Source: an optimization exercise on an open RTL-to-GDS flow (aim: small area, a short achievable clock period and few clock cycles per item). Production flows keep margins and buffers that such runs may drop. The RTL was checked by simulation tests, not by an equivalence proof against the original design. Power and IR drop assume default switching activity.

==> flow/design.v (outline; a module is shown in full before it is edited, if it fits) <==
// module fpalu_add_order: 23 lines
// module fpalu_add_sum: 19 lines
// module fpalu_add_norm: 22 lines
// module fpalu_mul_tree: 1045 lines
// module fpalu_intround: 23 lines
// module fpalu_less: 15 lines
// module fpalu: 209 lines
module fpalu (
    input  wire        clk,
    input  wire        rst,           
    input  wire        in_valid,
    output wire        in_ready,
    input  wire [4:0]  in_op,
    input  wire [31:0] in_a,
    input  wire [31:0] in_b,
    output reg         out_valid,
    output reg  [31:0] out_result
);
  // ...
==> flow/flow/run.sh <==
#!/bin/bash
# The standard layout (bash standard.sh: the standard flow's synthesis and ORFS flow), with
# two changes to how the layout is optimised; the clock, its period and the
# constraints are the design's own:
#  - the timing repair after placement, CTS and global routing aims for
#    16.5 ns of setup slack instead of 0, so it sizes the longest paths for
#    a clock of about 5.5 ns;
#  - every input and output port still gets its own buffer, but a buf_2
#    instead of the delay cell buffer_ports picks by default.
# The make output goes to standard_flow.log, each tool's own log to
# orfs/logs/.
set -euo pipefail
export SETUP_SLACK_MARGIN=16.5
export BUFFER_PORTS_ARGS="-buffer_cell sky130_fd_sc_hd__buf_2"
bash standard.sh > standard_flow.log 2>&1
==> flow/standard.sh <==
#!/bin/bash
# synth_recipe.tcl (not shown) runs the flow's synth.tcl, then flattens the netlist and writes it again
# the make line also repeats each setting of config.mk as NAME=value (left out here)
make -C /OpenROAD-flow-scripts/flow DESIGN_CONFIG=/design/flow/config.mk WORK_HOME=/design/flow/orfs CLKGATE_MAP_FILE= SYNTH_SCRIPT=/design/flow/synth_recipe.tcl "${@:-finish}"
==> flow/config.mk <==
export PLATFORM = sky130hd
export DESIGN_NAME = fpalu
export DESIGN_NICKNAME = fpalu
export VERILOG_FILES = /design/flow/design.v
export SDC_FILE = /design/flow/constraint.sdc
export NUM_CORES = 4
export LEC_CHECK = 0
export CAP_MARGIN = 20
export CORE_MARGIN = 2
export CORE_UTILIZATION = 40
export CTS_CLUSTER_DIAMETER = 80
export CTS_CLUSTER_SIZE = 30
export SLEW_MARGIN = 20
==> flow/constraint.sdc <==
create_clock -name core_clock -period 22.0 [get_ports {clk}]
set_input_delay 4.4000 -clock core_clock [delete_from_list [all_inputs] [get_ports {clk}]]
set_output_delay 4.4000 -clock core_clock [all_outputs]
set_load 0.01 [all_outputs]
==> flow_summary.ini, run 1 <==
[worst_setup_path]
crit_end = out_result[23]
r2r_setup_slack_ns = 16.61
cpMaxStageDelayCell = dfxtp_1
worstPathCellList = buf_2
reg2reg_from = x2[19]
arrival_ns = 1.13

[floorplanning]
core_mm2 = 0.08824
dieArea_mm2 = 0.09122

[global_routing]
met2_usage_pct = 40.02
grt_usage_pct = 25.11

[synthesis]
syn-cell-area_mm2 = 0.03553
synth_compound_area_share_pct = 13.26
yosysTopAreaCellShare_pct = 27.44
ys_top_cells_by_area = fa_1 (27%), dfxtp_1 (18%), and2_1 (6.8%), ha_1 (6.7%), inv_1 (6.6%)
ys_types = 100
synth_top_family_by_area = adder cells

[clocking]
ctsRootBufferMaster = clkbuf_16
h-tree-depth = 1
ctsHoldBuffers = 0
cts.clk_slew.worst_paths_ns = 0.09

[final_layout]
multi_input_gates = 2948
synthToLayoutAreaGrowth_pct = 8.751
drive_gt1_share_pct = 8.501
seq_area_mm2 = 0.006255

[place]
gp_congestion = 0.9409

[routing]
drt-wirelength-per-cell_um = 21.58
dr.pass1.iters = 7

[timing]
drv_slew = 0
fin_crit_ns = 5.528
timing.hold.ws_ns = 0.4229
hold_viol_final = 0
worstMarginPinSlew_ns = 1.011
rsz0062_at_grt = yes

[status]
status = complete, no violations

[min_path]
hp-start = v2

[power]
p_clk_uw = 634
Testbench counts, summed over its fixed seeds: cycles 40,040, items 40,000.
==> run 2: changes to the inputs <==
--- a/flow/config.mk
+++ b/flow/config.mk
@@ -9,5 +9,3 @@
 export CORE_MARGIN = 2
-export CORE_UTILIZATION = 40
-export CTS_CLUSTER_DIAMETER = 80
-export CTS_CLUSTER_SIZE = 30
+export CORE_UTILIZATION = 55
 export SLEW_MARGIN = 20
==> flow_summary.ini, run 2 <==
[status]
status = complete, no violations

[clocking]
ctsRootBufferMaster = clkbuf_16
cts_buffers = 40
clk_latency_ns = 0.60
clock_sinks = 311
h-tree-depth = 2
cts.clk_slew.worst_paths_ns = 0.06
cts_tree = built
clockBufferDepth = 3
ctsHoldBuffers = 0

[final_layout]
nets = 4863
drive_gt1_share_pct = 8.295
nFillCells = 5879
mostFrequentLayoutCells = inv_1 (622), fa_1 (487), and2_1 (389)
final_common_cell = inv_1
seq_area_mm2 = 0.006233
multi_input_comb_area_mm2 = 0.02602
synthToLayoutAreaGrowth_pct = 7.455

[worst_setup_path]
cp-start-kind = register
cp.required_ns = 17.60
cp_top_family = flip-flops
arrival_ns = 1.03
crit_path_start = out_result[1]
end_kind = primary output
worstPathMaxFanout = 1
worstPathCellList = buf_2
slowest_delay_ns = 0.32
reg2reg_from = b[5]
cpMaxStageDelayCell = dfxtp_1
path_buf_inv = 1
critPathKind = reg2out

[power]
power_mw = 3.527
p_leak_nw = 17.76
switchingPower_mw = 1.616
switching_share_pct = 45.83
p_seq_share_pct = 21.5
intPower_mw = 1.911
ir_drop_v = 0.00006573
clock_power_share_pct = 18.8
pwr-share-comb_pct = 59.7
p_per_area_mw_per_mm2 = 92.38

[floorplanning]
dieArea_mm2 = 0.06665
core_mm2 = 0.06412
rows = 93
start_util_pct = 55.41
die_h_um = 258.2
die_x_um = 258.2
io_pins = 106

[timing]
drv_slew = 0
finalSetupViolCount = 0
hold_viol_final = 0
skew_ns = 0.03279
rsz0062_at_grt = yes
fin_crit_ns = 5.426
post-route-period-util_pct = 24.66
worstMarginPinSlew_ns = 1.069
max_clock_freq_ghz = 0.1843
setup_tns_ns = 0
maxSlewHeadroom_pct = 28.73

[synthesis]
synth_commonest_cells = inv_1 (623), fa_1 (487), and2_1 (389)
yosysTopAreaCellShare_pct = 27.44
synth_most_common_cell = inv_1
async_reset_ff_share_pct = 0
synth_edf_count = 0
ys.warnings.count = 1
syn-cell-area_mm2 = 0.03553
syn_nets = 4886
yosysTopAreaCell = fa_1
synthFlopType = dfxtp_1
ys_top_cells_by_area = fa_1 (27%), dfxtp_1 (18%), and2_1 (6.8%), ha_1 (6.7%), inv_1 (6.6%)
syn_area_per_cell_um2 = 8.586
synth_cells = 4138
ys_ff_latch = 311
ys_types = 100
ys_seq_area_share_pct = 17.52

[routing]
drt_iter0_drc = 2851
routed_wl_mm = 115.7
dr.pass1.iters = 6
drt-wirelength-per-cell_um = 23.11
avgViaCountPerCell = 5.893
drtAntennaViolNets = 0
route.detailed.drc = 0
vias = 29490

[global_routing]
grt_usage_pct = 35.15
grt_pass1_vias = 29330
grt_max_degree = 51
grt_overflow = 0
antenna_found_initial = 10
grt_pass1_wl_mm = 177.6

[place]
port_buffers = 104
gp_congestion = 0.9619
dpl.hpwl_mm = 81.71

[min_path]
hp-start = s2
hp-class = reg2reg

[flow_run]
cap_violations = 0
## run 2: per-layer routing
metal  vias to the layer above  global-route usage, %  routed length (um)
met5                         -                      0                  28
met4                         4                  13.95                5153
met2                      1455                  52.08               49050
li1                      13360                      -                   -
met1                     14360                  48.73               48940
met3                       313                  9.815               12490
## run 2: through the flow
stage | hold WS (ns) | utilization [%] | setup WS [ns] | cells | instance area, um2
2_1_floorplan | 0.3520 | - | 16.71 | 4138 | 35530
3_3_place_gp | 0.3805 | 57.29 | 16.16 | 4921 | 36730
3_5_place_dp | 0.3836 | 57.30 | 16.12 | 4922 | 36740
4_1_cts | 0.3880 | 59.38 | 16.48 | 4996 | 38070
5_1_grt | 0.4007 | 59.54 | 16.35 | 5004 | 38180
6_report | 0.3889 | 59.55 | 16.57 | 5005 | 38180
## run 2: kinds of logic (layout without fill, tap and decap cells)
kind of cell / Yosys count / count (layout) / synth area share (%)
and+or+nand+nor: 1289 / 1289 / 18.60
xor gates and xnor gates: 121 / 121 / 2.983
AOI/OAI and AO/OA: 738 / 738 / 13.26
DFF: 311 / 311 / 17.52
muxes: 122 / 122 / 4.085
other: 1 / 4 / 0.01055
adders and majority gates: 676 / 676 / 34.10
buffers and inverters: 880 / 889 / 9.438
## run 2: repair_timing
item	in CTS	in global routing
pin swaps	0	1
setup endpoints to repair	3	41
buffers inserted	0	6
cloned	0	0
resized for setup	3	6
## run 2: worst paths after layout
kind	to	slack, ns	cells past startpoint
worst max-delay path	out_result[1]	16.57	1
worst min-delay path	s3	0.39	0
worst max register to register	sh1[0]	16.65	15
worst min register to register	s3	0.39	0
## run 2: power groups by stage
stage / logic [mW] / registers [mW] / clock network, mW
after global placement: 2.05 / 0.771 / 0
final: 2.11 / 0.759 / 0.663
after global routing: 2.39 / 0.766 / 0.701
after floorplan: 1.47 / 0.747 / 0
after detailed placement: 2.08 / 0.770 / 0
after CTS: 2.09 / 0.759 / 0.677
## run 2: area by class of cell
| class | instances | area share [%] |
|---|---|---|
| multi-input combinational | 2947 | 68.14 |
| tap | 855 | 2.802 |
| sequential | 311 | 16.33 |
| inverter | 629 | 6.204 |
| clock inverter | 27 | 0.6850 |
| antenna | 3 | 0.01966 |
| timing repair buffer | 186 | 3.022 |
| clock buffer | 47 | 2.799 |
==> run 3: changes to the inputs <==
--- a/flow/config.mk
+++ b/flow/config.mk
@@ -9,3 +9,3 @@
 export CORE_MARGIN = 2
-export CORE_UTILIZATION = 55
+export CORE_UTILIZATION = 40
 export SLEW_MARGIN = 20
==> flow_summary.ini, run 3 <==
[timing]
worstMarginPinSlew_ns = 1.056
post-route-period-util_pct = 24.75
maxSlewHeadroom_pct = 29.21
timing.hold.ws_ns = 0.4296
finalSetupViolCount = 0
hold_viol_final = 0
rsz0062_at_grt = yes
drv_slew = 0
max_clock_freq_ghz = 0.1837
skew_ns = 0.02937
setup_slack_ns = 16.55
fin_crit_ns = 5.445
setup_tns_ns = 0

[routing]
avgViaCountPerCell = 5.558
route.detailed.drc = 0
routed_wl_mm = 114.9
drt_iter0_drc = 2815
drt-wirelength-per-cell_um = 21.65
vias = 29510
drtAntennaViolNets = 0
dr.pass1.iters = 10

[global_routing]
grt_use_met1_pct = 33.33
grt_max_degree = 51
met2_usage_pct = 40.07
antenna_found_initial = 1
grt_overflow = 0
grt_use_met3_pct = 5.545
busiest_layer = met2
grt_pass1_vias = 29350
grt_usage_pct = 25.32
grt_pass1_wl_mm = 176.3

[clocking]
ctsRootBufferMaster = clkbuf_16
cts_buffers = 40
clk_latency_ns = 0.62
clockBufferDepth = 3
cts.clk_slew.worst_paths_ns = 0.06
ctsHoldBuffers = 0
cts_tree = built
h-tree-depth = 2
clock_sinks = 311

[worst_setup_path]
critPathKind = reg2out
arrival_ns = 1.05
cp.required_ns = 17.60
cp_top_family = flip-flops
end_kind = primary output
path_buf_inv = 1
cp-start-kind = register
slowest_delay_ns = 0.31
r2r_setup_slack_ns = 16.61
cpMaxStageDelayCell = dfxtp_2
worstPathMaxFanout = 1
worstPathCellList = buf_6

[synthesis]
ys_top_cells_by_area = fa_1 (27%), dfxtp_1 (18%), and2_1 (6.8%), ha_1 (6.7%), inv_1 (6.6%)
syn-cell-area_mm2 = 0.03553
synth_commonest_cells = inv_1 (623), fa_1 (487), and2_1 (389)
synth_cells = 4138
yosysTopAreaCell = fa_1
syn_nets = 4886
ys_seq_area_share_pct = 17.52
synth_most_common_cell = inv_1
synth_edf_count = 0
syn_area_per_cell_um2 = 8.586
async_reset_ff_share_pct = 0
synthFlopType = dfxtp_1
yosysTopAreaCellShare_pct = 27.44
ys_ff_latch = 311
ys_types = 100
ys.warnings.count = 1

[floorplanning]
die_h_um = 302.0
dieArea_mm2 = 0.09122
rows = 109
start_util_pct = 40.26
die_x_um = 302.0
core_mm2 = 0.08824
io_pins = 106

[power]
p_per_area_mw_per_mm2 = 92.32
p_leak_nw = 17.79
power_mw = 3.569
ir_drop_v = 0.00007188

[place]
dp_slack_ns = 16.13
gp_congestion = 0.9409
dpl_cell_area_mm2 = 0.03710
placed_cells = 5228
dpl.hpwl_mm = 80.16
port_buffers = 104

[final_layout]
final_common_cell = inv_1
final_cells = 5309
nFillCells = 8672
nets = 4859
multi_input_comb_area_mm2 = 0.02606
fin_area_mm2 = 0.03866
seq_area_mm2 = 0.006247
mostFrequentLayoutCells = inv_1 (622), fa_1 (487), and2_1 (389)
drive_gt1_share_pct = 8.547
final_util_pct = 43.82
synthToLayoutAreaGrowth_pct = 8.822

[min_path]
hp-class = reg2reg

[status]
status = complete, no violations

[flow_run]
cap_violations = 0
==> run 3: cell counts after synthesis <==
Identical to the previous run, type by type.
==> run 3: report_power, final <==
part | leakage [nW] | switching (mW) | internal, mW
clock network | 0.670 | 0.294 | 0.402
logic | 14.5 | 1.28 | 0.835
registers | 2.59 | 0.0676 | 0.694
==> run 3: path summary, 6_finish.rpt <==
path / startpoint / endpoint / cells after the start
worst min-delay path: s3 / out_result[31] / 1
worst min register to register: s3 / out_result[31] / 1
worst max-delay path: out_result[27] / out_result[27] / 1
worst max register to register: b[8] / sh1[3] / 15
==> run 3: per-layer routing <==
| layer | wire [um] | share of wire, % | up-vias |
|---|---|---|---|
| li1 | - | - | 13360 |
| met1 | 47480 | 41 | 14500 |
| met2 | 51710 | 45 | 1343 |
| met3 | 10360 | 9.0 | 304 |
| met4 | 5390 | 4.7 | 2 |
| met5 | 10 | 0.0087 | - |
==> run 3: cells by family after synthesis <==
family / after synthesis / share of synthesized area [%]
AND/OR/NAND/NOR: 1289 / 18.60
buffers and inverters: 880 / 9.438
AO/OA/AOI/OAI: 738 / 13.26
adder cells (fa/ha/maj): 676 / 34.10
flip-flops: 311 / 17.52
multiplexers: 122 / 4.085
XOR/XNOR: 121 / 2.983
other: 1 / 0.01055
==> run 3: final cells by class <==
cell class              count  share of cell area [%]
diodes                      2                 0.01294
clock buffers              49                   2.780
clock inverters            24                  0.7993
inverters                 629                   6.126
multi-input cells        2948                   67.40
flip-flops and latches    311                   16.16
well taps                1165                   3.770
repair buffers            181                   2.951
==> run 3: worst register-to-register path, stage by stage (launching register included) <==
cell	delay, ns
dfxtp_1	0.30
buf_4	0.38
inv_1	0.40
ha_1	0.40
a21o_1	0.18
a21o_1	0.17
a22o_1	0.22
o21ai_0	0.78
a31oi_1	0.35
or2_1	0.34
buf_4	0.28
mux2_1	0.39
o2bb2ai_1	0.15
or4_1	0.47
a21oi_1	0.37
nand2_1	0.11
==> run 3: what timing repair did <==
item	4_1_cts	5_1_grt
resized for setup	3	18
endpoints found under the setup margin	4	56
pin swaps	0	2
hold endpoints to repair	0	0
gates cloned	0	1
setup buffers	0	5
==> run 4: changes to the inputs <==
--- a/flow/config.mk
+++ b/flow/config.mk
@@ -10,2 +10,5 @@
 export CORE_UTILIZATION = 40
+export CTS_BUF_LIST = sky130_fd_sc_hd__clkbuf_16
+export CTS_CLUSTER_DIAMETER = 60
+export CTS_CLUSTER_SIZE = 16
 export SLEW_MARGIN = 20
==> flow_summary.ini, run 4 <==
[status]
status = complete, no violations

[synthesis]
yosysTopAreaCell = fa_1
synth_cells = 4138
ys.warnings.count = 1
synth_xor_xnor_area_share_pct = 2.983
synth_compound_area_share_pct = 13.26
yosysTopAreaCellShare_pct = 27.44
syn_area_per_cell_um2 = 8.586
synthMuxAreaShare_pct = 4.085
ys_types = 100
syn_nets = 4886
syn-cell-area_mm2 = 0.03553
synth_commonest_cells = inv_1 (623), fa_1 (487), and2_1 (389)
synthAdderAreaFrac_pct = 34.10
async_reset_ff_share_pct = 0
synth_most_common_cell = inv_1
ys_seq_area_share_pct = 17.52
synthFlopType = dfxtp_1
synth_edf_count = 0
synth_top_family_by_area = adder cells
ys_top_cells_by_area = fa_1 (27%), dfxtp_1 (18%), and2_1 (6.8%), ha_1 (6.7%), inv_1 (6.6%)
synth-simple-area-share_pct = 18.60
ys_ff_latch = 311

[global_routing]
grt_pass1_vias = 29360
antenna_found_initial = 1
grt_usage_pct = 25.31
grt_max_degree = 51
grt_pass1_wl_mm = 176.2
grt_overflow = 0

[timing]
rsz0062_at_grt = yes
setup_tns_ns = 0
skew_ns = 0.03845
maxSlewHeadroom_pct = 29.85
fin_crit_ns = 5.450
hold_viol_final = 0
timing.hold.ws_ns = 0.4316
post-route-period-util_pct = 24.77
drv_slew = 0
finalSetupViolCount = 0
worstMarginPinSlew_ns = 1.046
max_clock_freq_ghz = 0.1835

[worst_setup_path]
worstPathCellList = buf_6
cp.required_ns = 17.60
slowest_delay_ns = 0.32
cp_top_family = flip-flops
cpMaxStageDelayCell = dfxtp_2
path_buf_inv = 1
critPathKind = reg2out
worstPathMaxFanout = 1
arrival_ns = 1.05
end_kind = primary output
cp-start-kind = register

[routing]
drt-wirelength-per-cell_um = 21.62
avgViaCountPerCell = 5.564
routed_wl_mm = 115.0
drtAntennaViolNets = 0
vias = 29580
route.detailed.drc = 0
dr.pass1.iters = 6
drt_iter0_drc = 2579

[clocking]
cts.clk_slew.worst_paths_ns = 0.07
h-tree-depth = 2
clk_latency_ns = 0.64
clock_sinks = 311
clockBufferDepth = 3
ctsHoldBuffers = 0
cts_tree = built
cts_buffers = 43
ctsRootBufferMaster = clkbuf_16

[power]
ir_drop_v = 0.00007419
p_leak_nw = 17.89
p_per_area_mw_per_mm2 = 93.36

[floorplanning]
start_util_pct = 40.26
core_mm2 = 0.08824
dieArea_mm2 = 0.09122
io_pins = 106
die_x_um = 302.0
die_h_um = 302.0
rows = 109

[place]
port_buffers = 104
dpl.hpwl_mm = 80.16
gp_congestion = 0.9409

[min_path]
hp-class = reg2reg

[final_layout]
drive_gt1_share_pct = 8.773
final_common_cell = inv_1
mostFrequentLayoutCells = inv_1 (628), fa_1 (487), and2_1 (389)
synthToLayoutAreaGrowth_pct = 9.406
nets = 4862

[flow_run]
cap_violations = 0
## run 4: cell count changes in the layout (fill, tap and decap cells not counted), moves of 3 or more
cell,before,now
inv_1,622,628
dfxtp_1,296,292
inv_6,2,6
inv_8,0,6
clkbuf_1,5,0
clkinv_8,1,10
clkbuf_8,4,0
clkinv_4,6,0
buf_2,101,98
dfxtp_2,14,18
buf_6,4,7
clkinv_2,6,0
clkbuf_16,40,43
## run 4: final timing paths
| check | from | endpoint | slack (ns) | cells past startpoint |
|---|---|---|---|---|
| worst min-delay path | s3 | out_result[31] | 0.43 | 1 |
| worst max-delay path | out_result[25] | out_result[25] | 16.55 | 1 |
| worst min register to register | s3 | out_result[31] | 0.43 | 1 |
| worst max register to register | x2[19] | bad3 | 16.61 | 20 |
## run 4: cell type report
cell class	count	area (um2)
flip-flops and latches	311	6252
multi-input cells	2948	26060
clock inverters	37	490.5
repair buffers	181	1160
well taps	1165	1458
fillers	8651	49370
clock buffers	43	1076
inverters	629	2372
diodes	2	5.005
## run 4: per-stage QoR
| stage | power (mW) | util, % | worst slack [ns] | area (um2) | instances |
|---|---|---|---|---|---|
| after global routing | 3.969 | 44.05 | 16.28 | 38870 | 5314 |
| after floorplan | 2.219 | - | 16.71 | 35530 | 4138 |
| after detailed placement | 2.846 | 42.05 | 16.13 | 37100 | 5228 |
| after CTS | 3.619 | 43.83 | 16.49 | 38680 | 5308 |
| after global placement | 2.804 | 42.05 | 16.14 | 37100 | 5228 |
| final | 3.629 | 44.05 | 16.55 | 38870 | 5316 |
## run 4: repair_timing
| action | 4_1_cts | 5_1_grt |
|---|---|---|
| pin swaps | 0 | 2 |
| endpoints found under the setup margin | 14 | 68 |
| buffers inserted | 0 | 5 |
| resized for setup | 3 | 26 |
| gates cloned | 0 | 1 |
## run 4: layer usage
metal	global-route usage [%]	wire length (um)
met5	0	12
met2	39.95	51470
met4	10.87	5449
met1	33.37	47400
met3	5.717	10620
## run 4: cells by family (layout without fill, tap and decap cells)
| kind of cell | Yosys count | after routing |
|---|---|---|
| AOI/OAI and AO/OA | 738 | 738 |
| xor gates and xnor gates | 121 | 121 |
| adders and majority gates | 676 | 676 |
| buffers and inverters | 880 | 890 |
| DFF | 311 | 311 |
| muxes | 122 | 122 |
| other | 1 | 3 |
| and+or+nand+nor | 1289 | 1290 |
## run 4: power breakdown
part / switching, mW / internal (mW)
Clock: 0.326 / 0.427
Sequential: 0.0680 / 0.694
Combinational: 1.28 / 0.835
Total: 1.67 / 1.96
==> module fpalu_add_sum, before the edit <==
module fpalu_add_sum (
    input  wire [22:0] f_big,
    input  wire [22:0] f_sml,
    input  wire [4:0]  shamt,
    input  wire        sub,
    output wire [28:0] x_sum
);
    wire [27:0] sh0 = {1'b1, f_sml, 4'b0000};
    wire [27:0] sh1 = shamt[0] ? {1'b0,  sh0[27:1]}  : sh0;
    wire [27:0] sh2 = shamt[1] ? {2'b0,  sh1[27:2]}  : sh1;
    wire [27:0] sh3 = shamt[2] ? {4'b0,  sh2[27:4]}  : sh2;
    wire [27:0] sh4 = shamt[3] ? {8'b0,  sh3[27:8]}  : sh3;
    wire [27:0] sh5 = shamt[4] ? {16'b0, sh4[27:16]} : sh4;
    wire sticky = (shamt[2] & (|sh2[3:0])) | (shamt[3] & (|sh3[7:0])) |
                  (shamt[4] & (|sh4[15:0]));
    wire [27:0] x_sml = {sh5[27:1], sh5[0] | sticky};
    wire [27:0] x_big = {1'b1, f_big, 4'b0000};
    assign x_sum = {1'b0, x_big} + ({1'b0, x_sml} ^ {29{sub}}) + {28'd0, sub};
endmodule
==> module fpalu, before the edit <==
module fpalu (
    input  wire        clk,
    input  wire        rst,           
    input  wire        in_valid,
    output wire        in_ready,
    input  wire [4:0]  in_op,
    input  wire [31:0] in_a,
    input  wire [31:0] in_b,
    output reg         out_valid,
    output reg  [31:0] out_result
);
    localparam OP_MOVE  = 5'd2;
    localparam OP_FADD  = 5'd3;
    localparam OP_FSUB  = 5'd4;
    localparam OP_FNEG  = 5'd5;
    localparam OP_FMUL  = 5'd6;
    localparam OP_FLOOR = 5'd8;
    localparam OP_CEIL  = 5'd9;
    localparam OP_ROUND = 5'd10;
    localparam OP_FABS  = 5'd11;
    localparam OP_FINV  = 5'd12;
    localparam OP_MIN   = 5'd13;
    localparam OP_MAX   = 5'd14;
    localparam [31:0] SENT = 32'hFFFFFFFF;
    assign in_ready = 1'b1;
    reg        v0;
    reg [4:0]  op;
    reg [31:0] a, b;
    always @(posedge clk) begin
        if (rst) v0 <= 1'b0;
        else     v0 <= in_valid;
        op <= in_op;
        a  <= in_a;
        b  <= in_b;
    end
    wire is_add = (op == OP_FADD) || (op == OP_FSUB);
    wire is_mul = (op == OP_FMUL);
    wire a_ge, mag_eq, a_less_b, b_less_a;
    fpalu_less u_less (
        .a      (a),
        .b      (b),
        .a_ge   (a_ge),
        .mag_eq (mag_eq),
        .a_lt_b (a_less_b),
        .b_lt_a (b_less_a)
    );
    wire a_special = (a == SENT) || (a[30:0] == 31'h7F800000);
    wire b_special = (b == SENT) || (b[30:0] == 31'h7F800000);
    wire a_zero    = (a[30:0] == 31'd0);
    wire b_zero    = (b[30:0] == 31'd0);
    wire [31:0] bb = {b[31] ^ (op == OP_FSUB), b[30:0]};
    wire bb_special = (bb == SENT) || (b[30:0] == 31'h7F800000);
    wire [31:0] ir_y;
    wire        ir_inc;
    fpalu_intround u_intround (
        .a        (a),
        .is_floor (op == OP_FLOOR),
        .is_ceil  (op == OP_CEIL),
        .y        (ir_y),
        .inc      (ir_inc)
    );
    reg [31:0] byp;
    reg        done;
    always @(*) begin
        done = 1'b1;
        case (op)
            OP_MOVE:  byp = a;
            OP_FADD, OP_FSUB: begin
                if (a_special || bb_special) byp = SENT;
                else if (a_zero)             byp = bb;
                else if (b_zero)             byp = a;
                else                         byp = 32'h00000000;   
                done = a_special || bb_special || a_zero || b_zero ||
                       (mag_eq && (a[31] != bb[31]));
            end
            OP_FNEG:  byp = a ^ 32'h80000000;
            OP_FMUL: begin
                if (a_special || b_special) byp = SENT;
                else                        byp = {a[31] ^ b[31], 31'd0};
                done = a_special || b_special || a_zero || b_zero;
            end
            OP_FLOOR, OP_CEIL, OP_ROUND: byp = ir_y;
            OP_FABS:  byp = a & 32'h7FFFFFFF;
            OP_FINV:  byp = a ^ 32'h80000000;
            OP_MIN:   byp = b_less_a ? b : a;
            OP_MAX:   byp = a_less_b ? b : a;
            default:  byp = 32'h00000000;
        endcase
    end
    wire byp_inc = ((op == OP_FLOOR) || (op == OP_CEIL) || (op == OP_ROUND)) && ir_inc;
    wire        od_s, od_sub;
    wire [7:0]  od_e;
    wire [22:0] od_fb, od_fs;
    wire [4:0]  od_sh;
    fpalu_add_order u_order (
        .a     (a),
        .b     (bb),
        .a_ge  (a_ge),
        .s_big (od_s),
        .e_big (od_e),
        .f_big (od_fb),
        .f_sml (od_fs),
        .shamt (od_sh),
        .sub   (od_sub)
    );
    wire [47:0] t0, t1;
    fpalu_mul_tree u_tree (
        .ma ({1'b1, a[22:0]}),
        .mb ({1'b1, b[22:0]}),
        .r0 (t0),
        .r1 (t1)
    );
    wire [15:0] t_lo = {1'b0, t0[14:0]} + {1'b0, t1[14:0]};
    wire [9:0] e0   = {2'b00, a[30:23]} + {2'b00, b[30:23]} - 10'd127;
    wire       bad0 = e0[9] || (e0 == 10'd0) || (e0 > 10'd254);
    wire       bad1 = e0[9] || (e0 > 10'd253);
    reg        v1;
    reg        add1, mul1;
    reg        inc1;
    reg        s1, sub1;
    reg [7:0]  e1;
    reg [22:0] fb1, fs1;
    reg [4:0]  sh1;
    reg [32:0] p0, p1;
    reg        pc1;
    reg        bad0_1, bad1_1;
    always @(posedge clk) begin
        if (rst) v1 <= 1'b0;
        else     v1 <= v0;
        add1   <= is_add && !done;
        mul1   <= is_mul && !done;
        inc1   <= byp_inc;
        s1     <= is_mul ? (a[31] ^ b[31]) : od_s;
        e1     <= is_mul ? e0[7:0] : od_e;
        sub1   <= od_sub;
        fb1    <= done ? byp[22:0] : od_fb;
        fs1    <= done ? {14'd0, byp[31:23]} : od_fs;
        sh1    <= od_sh;
        p0     <= t0[47:15];
        p1     <= t1[47:15];
        pc1    <= t_lo[15];
        bad0_1 <= bad0;
        bad1_1 <= bad1;
    end
    wire [28:0] x_sum;
    fpalu_add_sum u_sum (
        .f_big (fb1),
        .f_sml (fs1),
        .shamt (sh1),
        .sub   (sub1),
        .x_sum (x_sum)
    );
    wire [32:0] pq    = p0 + p1 + {32'd0, pc1};
    wire [24:0] ph    = pq[32:8];
    wire [7:0]  me    = ph[24] ? e1 + 8'd1 : e1;
    wire [22:0] mfrac = ph[24] ? ph[23:1] : ph[22:0];
    wire        mbad  = ph[24] ? bad1_1 : bad0_1;
    wire [31:0] mul_res = mbad ? SENT : {s1, me, mfrac};
    wire [31:0] word = mul1 ? mul_res : {fs1[8:0], fb1};
    reg        v2;
    reg        pass2, inc2;
    reg        s2;
    reg [7:0]  e2;
    reg [28:0] x2;
    always @(posedge clk) begin
        if (rst) v2 <= 1'b0;
        else     v2 <= v1;
        pass2 <= !add1;
        inc2  <= inc1 && !mul1;
        s2    <= add1 ? s1 : word[31];
        e2    <= add1 ? e1 : word[30:23];
        x2    <= add1 ? x_sum : {1'b1, word[22:0], 5'b00000};
    end
    wire [22:0] nz;
    wire        n_rnd, n_stk;
    wire [4:0]  n_lz;
    fpalu_add_norm u_norm (
        .x_sum (x2),
        .z_hi  (nz),
        .rnd   (n_rnd),
        .stk   (n_stk),
        .lz    (n_lz)
    );
    wire [9:0] e_norm = {2'b00, e2} + 10'd1 - {5'd0, n_lz};
    wire e_low  = e_norm[9] || (e_norm == 10'd0);
    wire e_high = (e_norm[9:8] == 2'b01) || (e_norm[7:0] == 8'hFF);
    reg        v3;
    reg        chk3, bad3, up3;
    reg        s3;
    reg [7:0]  e3;
    reg [22:0] z3;
    always @(posedge clk) begin
        if (rst) v3 <= 1'b0;
        else     v3 <= v2;
        chk3 <= !pass2;
        bad3 <= !pass2 && (e_low || e_high);
        up3  <= pass2 ? inc2 : (n_rnd && (n_stk || s2));
        s3   <= s2;
        e3   <= pass2 ? e2 : e_norm[7:0];
        z3   <= nz;
    end
    wire [30:0] sum = {e3, z3} + {30'd0, up3};
    wire        bad = bad3 || (chk3 && (sum[30:23] == 8'hFF));
    always @(posedge clk) begin
        if (rst) out_valid <= 1'b0;
        else     out_valid <= v3;
        out_result <= bad ? SENT : {s3, sum};
    end
endmodule
==> run 5: changes to the inputs <==
--- a/flow/design.v
+++ b/flow/design.v
@@ -40,3 +40,8 @@
     wire [27:0] x_big = {1'b1, f_big, 4'b0000};
-    assign x_sum = {1'b0, x_big} + ({1'b0, x_sml} ^ {29{sub}}) + {28'd0, sub};
+    fpalu_adder #(.W(29)) u_add (
+        .a  ({1'b0, x_big}),
+        .b  ({1'b0, x_sml} ^ {29{sub}}),
+        .ci (sub),
+        .s  (x_sum)
+    );
 endmodule
@@ -64,2 +69,32 @@
 endmodule
+module fpalu_adder #(
+    parameter W = 32
+) (
+    input  wire [W-1:0] a,
+    input  wire [W-1:0] b,
+    input  wire         ci,
+    output wire [W-1:0] s
+);
+    localparam L = (W < 8) ? 3 : (W < 16) ? 4 : (W < 32) ? 5 : 6;
+    wire [W:0] g [0:L];
+    wire [W:0] p [0:L];
+    assign g[0] = {a & b, ci};
+    assign p[0] = {a ^ b, 1'b0};
+    genvar k, i;
+    generate
+        for (k = 0; k < L; k = k + 1) begin : lv
+            for (i = 0; i <= W; i = i + 1) begin : bt
+                if ((i >> k) & 1) begin : m
+                    localparam integer J = ((i >> k) << k) - 1;
+                    assign g[k+1][i] = g[k][i] | (p[k][i] & g[k][J]);
+                    assign p[k+1][i] = p[k][i] & p[k][J];
+                end else begin : c
+                    assign g[k+1][i] = g[k][i];
+                    assign p[k+1][i] = p[k][i];
+                end
+            end
+        end
+    endgenerate
+    assign s = (a ^ b) ^ g[L][W-1:0];
+endmodule
 module fpalu_mul_tree (
@@ -1259,3 +1294,3 @@
     );
-    wire [15:0] t_lo = {1'b0, t0[14:0]} + {1'b0, t1[14:0]};
+    wire [19:0] t_lo = {1'b0, t0[18:0]} + {1'b0, t1[18:0]};
     wire [9:0] e0   = {2'b00, a[30:23]} + {2'b00, b[30:23]} - 10'd127;
@@ -1270,3 +1305,3 @@
     reg [4:0]  sh1;
-    reg [32:0] p0, p1;
+    reg [28:0] p0, p1;
     reg        pc1;
@@ -1285,5 +1320,5 @@
         sh1    <= od_sh;
-        p0     <= t0[47:15];
-        p1     <= t1[47:15];
-        pc1    <= t_lo[15];
+        p0     <= t0[47:19];
+        p1     <= t1[47:19];
+        pc1    <= t_lo[19];
         bad0_1 <= bad0;
@@ -1299,4 +1334,10 @@
     );
-    wire [32:0] pq    = p0 + p1 + {32'd0, pc1};
-    wire [24:0] ph    = pq[32:8];
+    wire [28:0] pq;
+    fpalu_adder #(.W(29)) u_padd (
+        .a  (p0),
+        .b  (p1),
+        .ci (pc1),
+        .s  (pq)
+    );
+    wire [24:0] ph    = pq[28:4];
     wire [7:0]  me    = ph[24] ? e1 + 8'd1 : e1;
--- a/flow/config.mk
+++ b/flow/config.mk
@@ -9,6 +9,3 @@
 export CORE_MARGIN = 2
-export CORE_UTILIZATION = 40
-export CTS_BUF_LIST = sky130_fd_sc_hd__clkbuf_16
-export CTS_CLUSTER_DIAMETER = 60
-export CTS_CLUSTER_SIZE = 16
+export CORE_UTILIZATION = 55
 export SLEW_MARGIN = 20
==> flow_summary.ini, run 5 <==
[status]
status = complete, no violations

[power]
p_seq_share_pct = 21.2
p_per_area_mw_per_mm2 = 98.87
intPower_mw = 1.993
power_mw = 3.710
p_leak_nw = 17.06
switchingPower_mw = 1.717
switching_share_pct = 46.28
ir_drop_v = 0.00007928
clock_power_share_pct = 18.0
pwr-share-comb_pct = 60.8

[clocking]
ctsRootBufferMaster = clkbuf_16
clockBufferDepth = 3
cts_tree = built
cts.clk_slew.worst_paths_ns = 0.07
ctsHoldBuffers = 0
cts_buffers = 38
clk_latency_ns = 0.61
clock_sinks = 303
h-tree-depth = 2

[worst_setup_path]
arrival_ns = 5.94
critPathKind = reg2reg
cp_common_cell = fa_1
slowest_delay_ns = 0.54
worstPathCellList = buf_4 > and2_1 > fa_1 > inv_1 > fa_1 > fa_1 > fa_1 > inv_1 > fa_1 > inv_1 > fa_1 > inv_1 > ha_1 > a211o_1 > or3_1 > nor3_1 > a211oi_1
cpMaxStageDelayCell = fa_1
cp.required_ns = 22.49
cp-start-kind = register
end_kind = register
worstPathMaxFanout = 22

[floorplanning]
dieArea_mm2 = 0.06521
rows = 92
core_mm2 = 0.06274
io_pins = 106
die_h_um = 255.4
start_util_pct = 55.39
die_x_um = 255.4

[synthesis]
syn_area_per_cell_um2 = 8.689
synth_most_common_cell = inv_1
synth_cells = 3999
yosysTopAreaCell = fa_1
ys_seq_area_share_pct = 17.46
syn_nets = 4752
synth_edf_count = 0
synthFlopType = dfxtp_1
ys_types = 100
yosysTopAreaCellShare_pct = 28.29
ys_ff_latch = 303
ys.warnings.count = 2
async_reset_ff_share_pct = 0
syn-cell-area_mm2 = 0.03475
ys_top_cells_by_area = fa_1 (28%), dfxtp_1 (17%), ha_1 (6.8%), inv_1 (6.7%), and2_1 (6.7%)
synth_commonest_cells = inv_1 (624), fa_1 (491), and2_1 (371)

[routing]
route.detailed.drc = 0
avgViaCountPerCell = 6.016
drt-wirelength-per-cell_um = 23.98
vias = 29340
drtAntennaViolNets = 0
dr.pass1.iters = 9
routed_wl_mm = 117.0
drt_iter0_drc = 3123

[global_routing]
grt_usage_pct = 36.05
busiest_layer = met2
grt_pass1_wl_mm = 180.9
grt_use_met1_pct = 48.94
grt_overflow = 0
met2_usage_pct = 55.33
grt_use_met3_pct = 9.415
grt_pass1_vias = 30400
antenna_found_initial = 1
grt_max_degree = 42

[timing]
max_clock_freq_ghz = 0.1835
hold_viol_final = 0
fin_crit_ns = 5.450
finalSetupViolCount = 0
worstMarginPinSlew_ns = 1.044
post-route-period-util_pct = 24.77
rsz0062_at_grt = yes
drv_slew = 0
setup_tns_ns = 0
timing.hold.ws_ns = 0.4101
skew_ns = 0.03960
maxSlewHeadroom_pct = 29.92

[min_path]
hp-class = reg2reg

[place]
dpl.hpwl_mm = 86.67
placed_cells = 4795
gp_congestion = 0.9744
port_buffers = 104

[final_layout]
synthToLayoutAreaGrowth_pct = 7.994
final_common_cell = inv_1
mostFrequentLayoutCells = inv_1 (621), fa_1 (491), and2_1 (371)
drive_gt1_share_pct = 8.633
top_regs = a (32), b (32), out_result (32)
nets = 4755
final_cells = 4878

[flow_run]
cap_violations = 0
[run 5: cell types whose count changed in the layout (fill, tap and decap cells not counted), moves of 11 or more]
cell / previous run / this run
a21o_1: 64 / 26
a21oi_1: 221 / 179
a22oi_1: 16 / 2
and2_1: 389 / 371
and3_1: 30 / 15
dfxtp_2: 18 / 7
mux2i_1: 76 / 89
o2111ai_1: 12 / 26
o21ai_0: 163 / 146
[run 5: repair_timing]
action                     CTS  global route
resized for setup            8            19
setup buffers                2             9
pin swaps                    0             2
cloned                       1             1
setup endpoints to repair    9            44
[run 5: metal layers]
metal / vias to the layer above / wire [um]
met5: - / 0
met4: 0 / 5123
met3: 336 / 12910
met2: 1645 / 51040
met1: 14440 / 47880
li1: 12920 / -
[run 5: path summary, 6_finish.rpt]
kind,from,endpoint,slack [ns],cells after the start
worst max register to register,a[11],pc1,16.55,17
worst max-delay path,a[11],pc1,16.55,17
worst min register to register,s2,s3,0.41,0
worst min-delay path,s2,s3,0.41,0
[run 5: kinds of logic (layout without fill, tap and decap cells)]
group	after synthesis	count (layout)	share of synthesized area, %
AOI/OAI and AO/OA	647	647	12.11
xor gates and xnor gates	115	115	2.899
and+or+nand+nor	1263	1263	18.52
buffers and inverters	851	883	9.340
muxes	138	138	4.541
other	1	2	0.01079
adders and majority gates	681	681	35.13
DFF	303	303	17.46
[run 5: cell type report]
cell class	count	area, um2
inverters	628	2374
repair buffers	184	1169
fillers	5588	25210
multi-input cells	2845	25510
flip-flops and latches	303	6078
repair inverters	2	10.01
well taps	846	1059
clock buffers	49	1074
clock inverters	20	252.7
diodes	1	2.502
[run 5: worst max-delay path: cells and delay by family (launching register included)]
kind | cells | cell delay (ns)
adders and majority gates | 7 | 3.10
and+or+nand+nor | 3 | 0.68
buffers and inverters | 5 | 0.63
DFF | 1 | 0.50
AOI/OAI and AO/OA | 2 | 0.40
[run 5: stage by stage]
stage | utilization [%] | setup WS (ns) | cell area, um2
6_report | 59.82 | 16.55 | 37530
5_1_grt | 59.81 | 16.32 | 37520
4_1_cts | 59.54 | 16.31 | 37350
3_5_place_dp | 57.35 | 16.09 | 35980
3_3_place_gp | 57.34 | 16.08 | 35970
2_1_floorplan | - | 16.74 | 34750
[run 5: power by group through the flow]
stage | Clock (mW) | Combinational (mW) | Sequential (mW)
after floorplan | 0 | 1.53 | 0.761
after detailed placement | 0 | 2.22 | 0.795
after CTS | 0.677 | 2.24 | 0.784
after global placement | 0 | 2.15 | 0.794
after global routing | 0.703 | 2.56 | 0.795
final | 0.669 | 2.25 | 0.786
Testbench counts of run 5, summed over its fixed seeds: cycles 40,040, items 40,000.
==> module fpalu_less, before the edit <==
module fpalu_less (
    input  wire [31:0] a,
    input  wire [31:0] b,
    output wire        a_ge,      
    output wire        mag_eq,    
    output wire        a_lt_b,    
    output wire        b_lt_a     
);
    assign a_ge   = (a[30:0] >= b[30:0]);
    assign mag_eq = (a[30:0] == b[30:0]);
    wire mag_lt = ~a_ge;              
    wire mag_gt = a_ge & ~mag_eq;     
    assign a_lt_b = (a[31] != b[31]) ? a[31] : (a[31] ? mag_gt : mag_lt);
    assign b_lt_a = (a[31] != b[31]) ? b[31] : (b[31] ? mag_lt : mag_gt);
endmodule
==> run 6: changes to the inputs <==
--- a/flow/design.v
+++ b/flow/design.v
@@ -1171,3 +1171,2 @@
     output wire        a_ge,      
-    output wire        mag_eq,    
     output wire        a_lt_b,    
@@ -1175,8 +1174,5 @@
 );
-    assign a_ge   = (a[30:0] >= b[30:0]);
-    assign mag_eq = (a[30:0] == b[30:0]);
-    wire mag_lt = ~a_ge;              
-    wire mag_gt = a_ge & ~mag_eq;     
-    assign a_lt_b = (a[31] != b[31]) ? a[31] : (a[31] ? mag_gt : mag_lt);
-    assign b_lt_a = (a[31] != b[31]) ? b[31] : (b[31] ? mag_lt : mag_gt);
+    assign a_ge = (a[30:0] >= b[30:0]);
+    assign a_lt_b = (a[31] != b[31]) ? a[31] : (a[31] ? a_ge : ~a_ge);
+    assign b_lt_a = (a[31] != b[31]) ? b[31] : (b[31] ? ~a_ge : a_ge);
 endmodule
@@ -1219,3 +1215,3 @@
     wire is_mul = (op == OP_FMUL);
-    wire a_ge, mag_eq, a_less_b, b_less_a;
+    wire a_ge, a_less_b, b_less_a;
     fpalu_less u_less (
@@ -1224,3 +1220,2 @@
         .a_ge   (a_ge),
-        .mag_eq (mag_eq),
         .a_lt_b (a_less_b),
@@ -1252,6 +1247,4 @@
                 else if (a_zero)             byp = bb;
-                else if (b_zero)             byp = a;
-                else                         byp = 32'h00000000;   
-                done = a_special || bb_special || a_zero || b_zero ||
-                       (mag_eq && (a[31] != bb[31]));
+                else                         byp = a;
+                done = a_special || bb_special || a_zero || b_zero;
             end
@@ -1294,3 +1287,3 @@
     );
-    wire [19:0] t_lo = {1'b0, t0[18:0]} + {1'b0, t1[18:0]};
+    wire [15:0] t_lo = {1'b0, t0[14:0]} + {1'b0, t1[14:0]};
     wire [9:0] e0   = {2'b00, a[30:23]} + {2'b00, b[30:23]} - 10'd127;
@@ -1305,3 +1298,3 @@
     reg [4:0]  sh1;
-    reg [28:0] p0, p1;
+    reg [32:0] p0, p1;
     reg        pc1;
@@ -1320,5 +1313,5 @@
         sh1    <= od_sh;
-        p0     <= t0[47:19];
-        p1     <= t1[47:19];
-        pc1    <= t_lo[19];
+        p0     <= t0[47:15];
+        p1     <= t1[47:15];
+        pc1    <= t_lo[15];
         bad0_1 <= bad0;
@@ -1334,4 +1327,4 @@
     );
-    wire [28:0] pq;
-    fpalu_adder #(.W(29)) u_padd (
+    wire [32:0] pq;
+    fpalu_adder #(.W(33)) u_padd (
         .a  (p0),
@@ -1341,3 +1334,3 @@
     );
-    wire [24:0] ph    = pq[28:4];
+    wire [24:0] ph    = pq[32:8];
     wire [7:0]  me    = ph[24] ? e1 + 8'd1 : e1;
@@ -1371,2 +1364,3 @@
     );
+    wire zero2 = !pass2 && (x2 == 29'd0);
     wire [9:0] e_norm = {2'b00, e2} + 10'd1 - {5'd0, n_lz};
@@ -1382,7 +1376,7 @@
         else     v3 <= v2;
-        chk3 <= !pass2;
-        bad3 <= !pass2 && (e_low || e_high);
+        chk3 <= !pass2 && !zero2;
+        bad3 <= !pass2 && !zero2 && (e_low || e_high);
         up3  <= pass2 ? inc2 : (n_rnd && (n_stk || s2));
-        s3   <= s2;
-        e3   <= pass2 ? e2 : e_norm[7:0];
+        s3   <= s2 && !zero2;
+        e3   <= pass2 ? e2 : zero2 ? 8'd0 : e_norm[7:0];
         z3   <= nz;
--- a/flow/config.mk
+++ b/flow/config.mk
@@ -9,3 +9,3 @@
 export CORE_MARGIN = 2
-export CORE_UTILIZATION = 55
+export CORE_UTILIZATION = 70
 export SLEW_MARGIN = 20
==> flow_summary.ini, run 6 <==
[synthesis]
ys.warnings.count = 3
ys_top_cells_by_area = fa_1 (28%), dfxtp_1 (18%), ha_1 (6.8%), inv_1 (6.7%), and2_1 (6.3%)
synthFlopType = dfxtp_1
synth_most_common_cell = inv_1
syn_nets = 4811
synth_commonest_cells = inv_1 (628), fa_1 (490), and2_1 (353)
async_reset_ff_share_pct = 0
synth_edf_count = 0
yosysTopAreaCell = fa_1
syn_area_per_cell_um2 = 8.612
syn-cell-area_mm2 = 0.03495
ys_ff_latch = 311
yosysTopAreaCellShare_pct = 28.07
synth_cells = 4058
ys_seq_area_share_pct = 17.82
ys_types = 101

[routing]
route.detailed.drc = 0
drt-wirelength-per-cell_um = 25.22
vias = 31330
drtAntennaViolNets = 0
avgViaCountPerCell = 6.594
dr.pass1.iters = 11
routed_wl_mm = 119.8
drt_iter0_drc = 4333

[worst_setup_path]
crit_path_start = b[5]
cp.required_ns = 22.43
reg2reg_from = b[5]
critPathKind = reg2reg
arrival_ns = 5.95
worstPathMaxFanout = 22
end_kind = register
cp-start-kind = register

[final_layout]
seq_area_mm2 = 0.006235
final_cells = 4751
nFillCells = 3300
final_common_cell = inv_1
synthToLayoutAreaGrowth_pct = 6.831
drive_gt1_share_pct = 8.591
multi_input_comb_area_mm2 = 0.02548
mostFrequentLayoutCells = inv_1 (627), fa_1 (490), and2_1 (353)
nets = 4801

[timing]
post-route-period-util_pct = 25.10
drv_slew = 0
maxSlewHeadroom_pct = 25.49
finalSetupViolCount = 0
skew_ns = 0.02480
fin_crit_ns = 5.522
setup_tns_ns = 0
timing.hold.ws_ns = 0.4218
rsz0062_at_grt = yes
worstMarginPinSlew_ns = 1.118
hold_viol_final = 0
max_clock_freq_ghz = 0.1811

[flow_run]
cap_violations = 0

[power]
pwr-share-comb_pct = 62.1
switching_share_pct = 47.37
intPower_mw = 1.926
clock_power_share_pct = 17.1
switchingPower_mw = 1.733
p_leak_nw = 17.14
p_seq_share_pct = 20.8
ir_drop_v = 0.0001365
p_per_area_mw_per_mm2 = 98.00
power_mw = 3.659

[place]
port_buffers = 104
dpl.hpwl_mm = 84.96
gp_congestion = 1.046
placed_cells = 4665

[floorplanning]
die_x_um = 227.4
io_pins = 106
core_mm2 = 0.04915
dieArea_mm2 = 0.05173
rows = 81
start_util_pct = 71.10
die_h_um = 227.4

[clocking]
clockBufferDepth = 3
clk_latency_ns = 0.57
clock_sinks = 311
cts.clk_slew.worst_paths_ns = 0.06
ctsRootBufferMaster = clkbuf_16
cts_buffers = 36
h-tree-depth = 2
cts_tree = built

[global_routing]
antenna_found_initial = 14
busiest_layer = met2
grt_max_degree = 44
grt_use_met1_pct = 57.48
grt_pass1_vias = 32140
grt_usage_pct = 47.13
grt_overflow = 0
met2_usage_pct = 70.03
grt_pass1_wl_mm = 182.2
grt_use_met3_pct = 18.53

[min_path]
hp-start = s3
hp-class = reg2reg

[status]
status = complete, no violations
[run 6: cell count changes after synthesis, sizes merged, moves of 18 or more]
cell and delta:
a21oi -20, a221oi +20, a22oi +22, mux2i -26
nor2 +47, o2111ai -18, o21ai +24
[run 6: timing repair]
item                       4_1_cts  5_1_grt
gates resized for setup          5       24
buffers inserted                 0        9
hold buffers                     0        0
setup endpoints to repair       13       47
pin swaps                        0        0
[run 6: metrics by stage]
stage	area (um2)	worst slack [ns]	util [%]
global placement	35910	16.08	73.05
finish	37330	16.48	75.96
floorplan	34950	17.02	-
global route	37320	16.39	75.93
detailed placement	35910	15.81	73.05
CTS	37140	16.44	75.56
[run 6: path summary, 6_finish.rpt]
| kind | end | cells after the start | slack [ns] |
|---|---|---|---|
| setup / recovery | p1[11] | 14 | 16.48 |
| hold / removal | out_result[31] | 1 | 0.42 |
| setup reg to reg | p1[11] | 14 | 16.48 |
| hold reg to reg | out_result[31] | 1 | 0.42 |
[run 6: layer usage]
layer	vias up	part of all wire [%]	routed length (um)
met4	16	8.0	9642
met1	14740	34	41220
met5	-	0.25	303
met3	826	15	18280
met2	2652	42	50380
li1	13100	-	-
[run 6: logic make-up after synthesis]
group,synth area share [%]
flip-flops,17.82
adder cells (fa/ha/maj),34.91
other,0.01073
XOR/XNOR,2.982
buffers and inverters,9.574
multiplexers,3.416
AO/OA/AOI/OAI,12.91
AND/OR/NAND/NOR,18.38
[run 6: area by class of cell]
cell class | count | area share [%]
repair buffers | 181 | 2.953
flip-flops and latches | 311 | 16.70
clock buffers | 49 | 2.792
well taps | 664 | 2.225
multi-input cells | 2873 | 68.26
inverters | 645 | 6.528
diodes | 13 | 0.08713
clock inverters | 15 | 0.4558
[run 6: power by group through the flow]
stage | Clock [mW] | Combinational, mW | Sequential [mW]
after floorplan | 0 | 1.38 | 0.743
after global routing | 0.647 | 2.48 | 0.770
final | 0.625 | 2.27 | 0.762
after detailed placement | 0 | 2.13 | 0.769
after CTS | 0.625 | 2.16 | 0.758
after global placement | 0 | 2.04 | 0.765
[run 6: critical path, stage by stage, from the launching register on]
cell and delay [ns]:
dfxtp_1 0.31, buf_4 0.36, clkinv_1 0.65, nor2_1 0.36
fa_1 0.45, inv_1 0.09, fa_1 0.47, fa_1 0.56
inv_1 0.06, fa_1 0.52, inv_1 0.07, fa_1 0.44
inv_1 0.09, fa_1 0.47, fa_1 0.47
Testbench counts of run 6, summed over its fixed seeds: cycles 40,040, items 40,000.
==> run 7: changes to the inputs <==
--- a/flow/config.mk
+++ b/flow/config.mk
@@ -9,3 +9,3 @@
 export CORE_MARGIN = 2
-export CORE_UTILIZATION = 70
+export CORE_UTILIZATION = 55
 export SLEW_MARGIN = 20
==> flow_summary.ini, run 7 <==
[status]
status = complete, no violations

[power]
switchingPower_mw = 1.655
p_leak_nw = 17.12
pwr-share-comb_pct = 60.3
p_seq_share_pct = 21.6
intPower_mw = 1.898
clock_power_share_pct = 18.1
ir_drop_v = 0.0001175
switching_share_pct = 46.58
p_per_area_mw_per_mm2 = 94.62

[global_routing]
grt_usage_pct = 37.96
grt_max_degree = 44
antenna_found_initial = 7
grt_overflow = 0
grt_pass1_wl_mm = 188.3
grt_pass1_vias = 30810

[worst_setup_path]
worst_r2r_endpoint = p1[13]
arrival_ns = 1.06
ff2ff_path_depth = 14
worstPathCellList = buf_2
reg2reg_from = b[5]
path_depth = 1
slowest_delay_ns = 0.35
cpMaxStageDelayCell = dfxtp_1
critPathKind = reg2out
r2r_setup_slack_ns = 16.63
cp-start-kind = register
cp_top_family = flip-flops
cp.required_ns = 17.60
worstPathMaxFanout = 1
path_buf_inv = 1
end_kind = primary output

[clocking]
cts_buffers = 38
ctsRootBufferMaster = clkbuf_16
clockBufferDepth = 3
h-tree-depth = 2
cts_tree = built
postCtsSetupRepairBufs = 0
cts.clk_slew.worst_paths_ns = 0.06
clk_latency_ns = 0.60
clock_sinks = 311
ctsHoldBuffers = 0

[routing]
avgViaCountPerCell = 6.135
drtAntennaViolNets = 0
vias = 30160
drt_iter0_drc = 3104
dr.pass1.iters = 6
routed_wl_mm = 124.5
drt-wirelength-per-cell_um = 25.31
route.detailed.drc = 0

[synthesis]
ys_ff_latch = 311
yosysTopAreaCellShare_pct = 28.07
synth_edf_count = 0
async_reset_ff_share_pct = 0
synth_commonest_cells = inv_1 (628), fa_1 (490), and2_1 (353)
ys_seq_area_share_pct = 17.82
syn-cell-area_mm2 = 0.03495
ys_top_cells_by_area = fa_1 (28%), dfxtp_1 (18%), ha_1 (6.8%), inv_1 (6.7%), and2_1 (6.3%)
synth_cells = 4058
synth_most_common_cell = inv_1
synthFlopType = dfxtp_1
syn_area_per_cell_um2 = 8.612
ys.warnings.count = 3
yosysTopAreaCell = fa_1
syn_nets = 4811
ys_types = 101

[final_layout]
drive_gt1_share_pct = 8.507
nets = 4795
mostFrequentLayoutCells = inv_1 (628), fa_1 (490), and2_1 (353)
synthToLayoutAreaGrowth_pct = 7.461
seq_area_mm2 = 0.006236
multi_input_comb_area_mm2 = 0.02548
final_common_cell = inv_1
nFillCells = 5705

[place]
dpl.hpwl_mm = 88.82
dp_slack_ns = 16.10
port_buffers = 104
gp_congestion = 0.9671

[floorplanning]
die_x_um = 256.1
rows = 92
die_h_um = 256.1
io_pins = 106
dieArea_mm2 = 0.06557
core_mm2 = 0.06297
start_util_pct = 55.50

[timing]
max_clock_freq_ghz = 0.1831
drv_slew = 0
setup_slack_ns = 16.54
rsz0062_at_grt = yes
setup_tns_ns = 0
post-route-period-util_pct = 24.83
fin_crit_ns = 5.462
worstMarginPinSlew_ns = 1.067
skew_ns = 0.02694
maxSlewHeadroom_pct = 28.86
hold_viol_final = 0
finalSetupViolCount = 0

[min_path]
worstHoldPathCells = 1
hp-start = s3
min_to = out_result[31]
hp-class = reg2reg

[flow_run]
cap_violations = 0
-- run 7: cell counts after synthesis --
Identical to the previous run, type by type.
-- run 7: layer usage --
metal | GRT usage, % | vias to the layer above | wire (um)
met3 | 10.64 | 394 | 14820
met1 | 49.93 | 14890 | 48360
met2 | 58.76 | 1820 | 54850
li1 | - | 13060 | -
met5 | 0 | - | 37
met4 | 16.23 | 6 | 6389
-- run 7: logic make-up (layout without fill, tap and decap cells) --
kind of cell    Yosys count  count (layout)  synth area share [%]
compound gates          681             681                 12.91
buf+inv                 874             883                 9.574
flops                   311             311                 17.82
mux                     102             102                 3.416
simple gates           1289            1289                 18.38
fa+ha+maj               681             681                 34.91
other cells               1               5               0.01073
xor+xnor                119             119                 2.982
-- run 7: how the worst max path moves through the flow --
stage | startpoint | endpoint | slack, ns
after floorplan | sh1[1] | x2[26] | 17.02
after global routing | p0[6] | x2[26] | 16.41
after CTS | p0[6] | x2[26] | 16.41
after global placement | sh1[0] | x2[26] | 16.18
after detailed placement | sh1[0] | x2[26] | 16.10
final | out_result[23] | out_result[23] | 16.54
-- run 7: area by class of cell --
class,instances,share of cell area [%]
diodes,4,0.02665
multi-input cells,2873,67.85
inverters,645,6.483
clock inverters,18,0.6363
well taps,846,2.819
repair buffers,173,2.775
clock buffers,47,2.809
flip-flops and latches,311,16.61
-- run 7: power by group through the flow --
stage	logic, mW	clock network [mW]	registers [mW]
after floorplan	1.38	0	0.743
after global placement	2.00	0	0.775
after detailed placement	2.07	0	0.777
after CTS	2.08	0.656	0.765
after global routing	2.39	0.678	0.775
final	2.14	0.644	0.768
-- run 7: timing repair --
| action | CTS | global route |
|---|---|---|
| cloned | 0 | 0 |
| pin swaps | 0 | 0 |
| gates resized for setup | 4 | 21 |
| setup endpoints to repair | 13 | 45 |
-- run 7: metrics by stage --
step	cell area, um2	hold slack [ns]	cells	power (mW)	utilization [%]
final	37550	0.4263	4917	3.553	59.64
after global routing	37540	0.4612	4913	3.843	59.63
after CTS	37440	0.4335	4913	3.501	59.46
after detailed placement	36140	0.4189	4848	2.844	57.40
after global placement	36140	0.4011	4848	2.779	57.40
after floorplan	34950	0.3863	4058	2.123	-
==> run 8: changes to the inputs <==
--- a/flow/config.mk
+++ b/flow/config.mk
@@ -10,2 +10,3 @@
 export CORE_UTILIZATION = 55
+export CTS_BUF_LIST = sky130_fd_sc_hd__clkbuf_8
 export SLEW_MARGIN = 20
==> flow_summary.ini, run 8 <==
[synthesis]
yosysTopAreaCellShare_pct = 28.07
synth_cells = 4058
synthFlopType = dfxtp_1
synthMuxAreaShare_pct = 3.416
synth_xor_xnor_area_share_pct = 2.982
yosysTopAreaCell = fa_1
ys_ff_latch = 311
synthAdderAreaFrac_pct = 34.91
synth_commonest_cells = inv_1 (628), fa_1 (490), and2_1 (353)
synth_top_family_by_area = adder cells
synth-simple-area-share_pct = 18.38
synth_edf_count = 0
ys_types = 101
syn-cell-area_mm2 = 0.03495
ys.warnings.count = 3
ys_seq_area_share_pct = 17.82
ys_top_cells_by_area = fa_1 (28%), dfxtp_1 (18%), ha_1 (6.8%), inv_1 (6.7%), and2_1 (6.3%)
synth_most_common_cell = inv_1
async_reset_ff_share_pct = 0
syn_nets = 4811
syn_area_per_cell_um2 = 8.612
synth_compound_area_share_pct = 12.91

[timing]
finalSetupViolCount = 0
max_clock_freq_ghz = 0.1814
rsz0062_at_grt = yes
post-route-period-util_pct = 25.06
fin_crit_ns = 5.513
skew_ns = 0.06538
hold_viol_final = 0
setup_tns_ns = 0
setup_slack_ns = 16.49
drv_slew = 0
worstMarginPinSlew_ns = 1.071
maxSlewHeadroom_pct = 28.60

[routing]
dr.pass1.iters = 6
drt_iter0_drc = 3219
routed_wl_mm = 124.2
route.detailed.drc = 0
drt-wirelength-per-cell_um = 25.10
vias = 30190
avgViaCountPerCell = 6.102
drtAntennaViolNets = 0

[floorplanning]
io_pins = 106
dieArea_mm2 = 0.06557
core_mm2 = 0.06297
start_util_pct = 55.50
die_x_um = 256.1
rows = 92
die_h_um = 256.1

[place]
port_buffers = 104
dp_slack_ns = 16.10
dpl.hpwl_mm = 88.82
gp_congestion = 0.9671

[worst_setup_path]
worstPathMaxFanout = 1
crit_end = out_result[23]
reg2reg_from = b[5]
critPathKind = reg2out
cp-start-kind = register
worst_r2r_endpoint = p1[13]
path_buf_inv = 1
end_kind = primary output
ff2ff_path_depth = 14
slowest_delay_ns = 0.33
crit_path_start = out_result[23]
cpMaxStageDelayCell = dfxtp_2
path_depth = 1
r2r_setup_slack_ns = 16.62
cp_top_family = flip-flops
cp.required_ns = 17.60
worstPathCellList = buf_6
arrival_ns = 1.11

[power]
p_per_area_mw_per_mm2 = 92.54
ir_drop_v = 0.0001135
p_leak_nw = 17.16

[global_routing]
grt_pass1_wl_mm = 188.1
grt_pass1_vias = 30960
grt_max_degree = 44
grt_usage_pct = 37.87
grt_overflow = 0
antenna_found_initial = 7

[clocking]
clockBufferDepth = 3
cts.clk_slew.worst_paths_ns = 0.06
cts_tree = built
clk_latency_ns = 0.72
h-tree-depth = 2
cts_buffers = 55
clock_sinks = 311
postCtsSetupRepairBufs = 0
ctsRootBufferMaster = clkbuf_8

[final_layout]
synthToLayoutAreaGrowth_pct = 7.311
drive_gt1_share_pct = 9.246
final_common_cell = inv_1
seq_area_mm2 = 0.006254
mostFrequentLayoutCells = inv_1 (644), fa_1 (490), and2_1 (353)
nFillCells = 5726
multi_input_comb_area_mm2 = 0.02548
nets = 4812
final_util_pct = 59.56

[min_path]
hp-start = s3
hp-class = reg2reg

[flow_run]
cap_violations = 0

[status]
status = complete, no violations
==> run 8: cell counts after synthesis <==
Identical to the previous run, type by type.
==> run 8: kinds of logic after synthesis <==
kind of cell / Yosys count
other: 1
adder cells (fa/ha/maj): 681
flip-flops: 311
buffers and inverters: 874
multiplexers: 102
XOR/XNOR: 119
AND/OR/NAND/NOR: 1289
AO/OA/AOI/OAI: 681
==> run 8: layout make-up <==
class,instances,share of cell area [%]
clock inverters,36,0.7874
clock buffers,61,2.239
multi-input cells,2873,67.94
well taps,846,2.823
flip-flops and latches,311,16.68
diodes,3,0.02002
inverters,645,6.503
repair buffers,173,3.013
==> run 8: report_power, final <==
group	internal, mW	switching [mW]
Combinational	0.839	1.30
Clock	0.304	0.259
Sequential	0.691	0.0781
Total	1.83	1.64
==> run 8: how the worst min path moves through the flow <==
stage                                 to  slack [ns]  depth (start not counted)
after detailed placement  out_result[31]        0.42                          1
after global routing                  v3        0.46                          1
after floorplan           out_result[31]        0.39                          1
after CTS                 out_result[31]        0.44                          1
final                     out_result[31]        0.43                          1
after global placement    out_result[31]        0.40                          1
==> run 8: metal layers <==
| layer | wire (um) | global-route usage, % | vias up |
|---|---|---|---|
| met3 | 14440 | 10.44 | 398 |
| met2 | 54710 | 58.42 | 1822 |
| met1 | 48610 | 49.91 | 14870 |
| li1 | - | - | 13100 |
| met5 | 43 | 0 | - |
| met4 | 6369 | 16.60 | 6 |
==> run 8: stage by stage <==
step / instances / instance area (um2) / hold WS [ns] / total power [mW]
5_1_grt: 4946 / 37500 / 0.4633 / 3.765
3_3_place_gp: 4848 / 36140 / 0.4011 / 2.779
2_1_floorplan: 4058 / 34950 / 0.3863 / 2.123
3_5_place_dp: 4848 / 36140 / 0.4189 / 2.844
6_report: 4948 / 37500 / 0.4312 / 3.470
4_1_cts: 4945 / 37340 / 0.4428 / 3.422
==> run 8: repair_timing <==
item / 4_1_cts / 5_1_grt
endpoints found under the setup margin: 46 / 73
hold buffers: 0 / 0
resized for setup: 21 / 35

re-timing with driven ports:
The results above use ideal ports. As a check the final layouts listed here were re-extracted and re-timed, cells and wires unchanged. Step 1: set_driving_cell puts a clkbuf_16 on clk and a buf_2 on each other input, an assumption about the parent block. Step 2, shift: input delay + t, output delay - t, t = (earliest + latest rising clock arrival at the registers) / 2. This alone moves slack from input paths to output paths. a / b / c = ideal ports / drivers / drivers and shift; a / b = the first two.
| run | t, ns | setup slack, ns | worst setup path after step 2 | clock arrival spread, ns | worst register clock-pin slew, ns |
|---|---|---|---|---|---|
| run 1 | 0.738 | 16.472 / 16.399 / 16.609 | register to register | 0.072 / 0.071 | 0.10 / 0.10 |
| run 2 | 0.647 | 16.574 / 16.508 / 16.647 | register to register | 0.033 / 0.033 | 0.07 / 0.07 |
| run 3 | 0.672 | 16.555 / 16.490 / 16.607 | register to register | 0.030 / 0.030 | 0.07 / 0.07 |
| run 4 | 0.680 | 16.550 / 16.485 / 16.610 | register to register | 0.038 / 0.039 | 0.07 / 0.07 |
| run 5 | 0.657 | 16.550 / 16.499 / 16.550 | register to register | 0.040 / 0.040 | 0.07 / 0.07 |
| run 6 | 0.619 | 16.478 / 16.478 / 16.478 | register to register | 0.025 / 0.025 | 0.07 / 0.07 |
| run 7 | 0.658 | 16.537 / 16.469 / 16.632 | register to register | 0.030 / 0.030 | 0.07 / 0.07 |
| run 8 | 0.754 | 16.487 / 16.419 / 16.622 | register to register | 0.066 / 0.065 | 0.08 / 0.08 |
After both steps every run listed still meets setup and hold.
